What follows belongs to an exercise in optimizing a design on an open flow for small area, a short achievable clock period and few clock cycles per item; a production flow would make more cautious choices.
The RTL was checked by simulation tests, not by an equivalence proof against the original design.
Power is estimated from default activity; no workload was simulated.

==> inputs of run a <==
==> flow/design.v (excerpt) <==
module c64fc #(
    parameter integer RECLEN    = 88,
    parameter integer NONCE_OFF = 72
) (
    input  wire        clk,
    input  wire        rst,
    input  wire        cmd_valid,
    output wire        cmd_ready,
    input  wire [31:0] cmd_word,
    output wire        rsp_valid,
    input  wire        rsp_ready,
    output wire [3:0]  rsp_code,
    output wire [63:0] rsp_data,
    output wire        out_valid,
    input  wire        out_ready,
    output wire [7:0]  out_data
);
export LEC_CHECK = 0
export ABC_AREA = 1
export CAP_MARGIN = 20
export CORE_MARGIN = 2
export CORE_UTILIZATION = 50
export CTS_BUF_LIST = sky130_fd_sc_hd__clkbuf_8
export CTS_CLUSTER_SIZE = 20
export PLACE_DENSITY = 0.7
export SETUP_SLACK_MARGIN = 5
export SLEW_MARGIN = 20
create_clock -name core_clock -period 8.0 [get_ports {clk}]
run.sh (not shown) runs the stock make flow with config.mk's settings and CLKGATE_MAP_FILE= SYNTH_SCRIPT=/design/flow/synth_recipe.tcl, a recipe that flattens the netlist after the stock synthesis.
==> inputs of run b, as changes to run a <==
--- a/flow/config.mk
+++ b/flow/config.mk
@@ -8,9 +8,7 @@
 export ABC_AREA = 1
 export CAP_MARGIN = 20
 export CORE_MARGIN = 2
-export CORE_UTILIZATION = 50
-export CTS_BUF_LIST = sky130_fd_sc_hd__clkbuf_8
-export CTS_CLUSTER_SIZE = 20
-export PLACE_DENSITY = 0.7
+export CORE_UTILIZATION = 65
+export PLACE_DENSITY = 0.8
 export SETUP_SLACK_MARGIN = 5
 export SLEW_MARGIN = 20
==> run summary <==
Run b failed in 5_1_grt, error GRT-0116. Run a ran to the end with no violations.
Area after synthesis is the same in run b and run a.
Synthesized cell count is the same in run a and run b.
Testbench counts of run a, summed over its fixed seeds: cycles 4,308, items 14,430.
Testbench counts of run b, summed over its fixed seeds: cycles 4,308, items 14,430.

---

==> inputs of 06-24 <==
Starting RTL as in the previous note.
## c64fc
module c64fc #(
    parameter integer RECLEN    = 88,
    parameter integer NONCE_OFF = 72
) (
    input  wire        clk,
    input  wire        rst,
    input  wire        cmd_valid,
    output wire        cmd_ready,
    input  wire [31:0] cmd_word,
    output wire        rsp_valid,
    input  wire        rsp_ready,
    output wire [3:0]  rsp_code,
    output wire [63:0] rsp_data,
    output wire        out_valid,
    input  wire        out_ready,
    output wire [7:0]  out_data
);
clock: 8.0 ns
lec_check: 0
abc_area: 1
cap_margin: 20
core_margin: 2
core_utilization: 50
place_density: 0.7
setup_slack_margin: 5
slew_margin: 20
==> 04-09: changes against 06-24 <==
- CORE_UTILIZATION: 50 -> 57
- PLACE_DENSITY: 0.7 -> 0.72
- SETUP_SLACK_MARGIN: 5 -> 4.6
==> 07-16: changes against 06-24 <==
- CORE_UTILIZATION: 50 -> 57
- PLACE_DENSITY: 0.7 -> 0.72
==> run summary <==
quantity	04-09	06-24	07-16
Status	finished clean	finished clean	finished clean
Clock slew seen by the registers of the worst setup and hold paths	0.07 ns	0.07 ns	0.08 ns
Horiz. Die Dim	412 um	440 um	412 um
Overall power after layout	34500 uW	36500 uW	36100 uW
CP dominant cell by count	sky130_fd_sc_hd__nand2_1	sky130_fd_sc_hd__nand2_4	sky130_fd_sc_hd__nand2_8
Final standard cell count with taps included and fillers excluded	12100	12700	12400
Levels on crit path	23	22	26
Die height	412 um	440 um	412 um
Power of the clock network	9850 uW	9930 uW	9930 uW
Total CTS buffers	199	204	199
Met1 Resource Use GR	55.5%	50.1%	58.1%
Number of vias per cell	6.69	6.42	6.79
Detailed-router iteration count before antenna repair	7	8	9
Post-layout instance area	113000 um2	120000 um2	119000 um2
All-layer global routing usage	42.6%	37.1%	45.4%
Ratio of total power to cell area	304 nW/um2	304 nW/um2	303 nW/um2
Number of gates resized after cts	505	1509	1512
Met2 wirelength from detailed routing	159000 um	159000 um	170000 um
Tap Count	2189	2495	2189
Share of final layout cell area taken by non-clock buffers	5.92%	8.08%	8.10%
Reg2Reg Setup Slack	4.31 ns	4.50 ns	4.54 ns
Setup crit start	tacc[62]	tacc[61]	tacc[61]
Post-route clock period utilization	46.2%	43.8%	43.2%
Testbench counts of 06-24, summed over its fixed seeds: cycles 4,308, items 14,430.
Testbench counts of 04-09, summed over its fixed seeds: cycles 4,308, items 14,430.
Testbench counts of 07-16, summed over its fixed seeds: cycles 4,308, items 14,430.

afterwards: timing with drivers on the ports:
Ports are ideal in the flow. The routed layouts listed here were re-timed in OpenROAD. Step 1 (the two cells are an assumption about what drives the block):
set clk [get_ports {clk}]
set_driving_cell -lib_cell sky130_fd_sc_hd__clkbuf_16 $clk
set_driving_cell -lib_cell sky130_fd_sc_hd__buf_2 [delete_from_list [all_inputs] $clk]
Step 2 adds t to the input delays and takes it off the output delays; t is the mean of the earliest and latest rising clock arrival at the registers after step 1. Input paths then give back, and output paths get back, about the clock's delay inside the block. Slacks: ideal ports / drivers / drivers and shift; pairs: ideal ports / drivers.
run | t (ns) | setup WS [ns] | worst hold slack (ns) | worst register clock-pin slew, ns
run a | 1.174 | 4.423 / 4.409 / 3.837 | 0.313 / 0.313 / 0.313 | 0.08 / 0.08
06-24 | 0.988 | 4.497 / 4.497 / 4.055 | 0.364 / 0.364 / 0.364 | 0.07 / 0.07
04-09 | 0.939 | 4.307 / 4.307 / 3.727 | 0.329 / 0.329 / 0.329 | 0.08 / 0.08
07-16 | 0.953 | 4.544 / 4.544 / 4.056 | 0.315 / 0.315 / 0.315 | 0.08 / 0.08
After both steps setup and hold are still met in every run listed. For run a, which loses most, drivers alone change the setup slack by -0.014 ns; drivers and shift together by -0.586 ns.
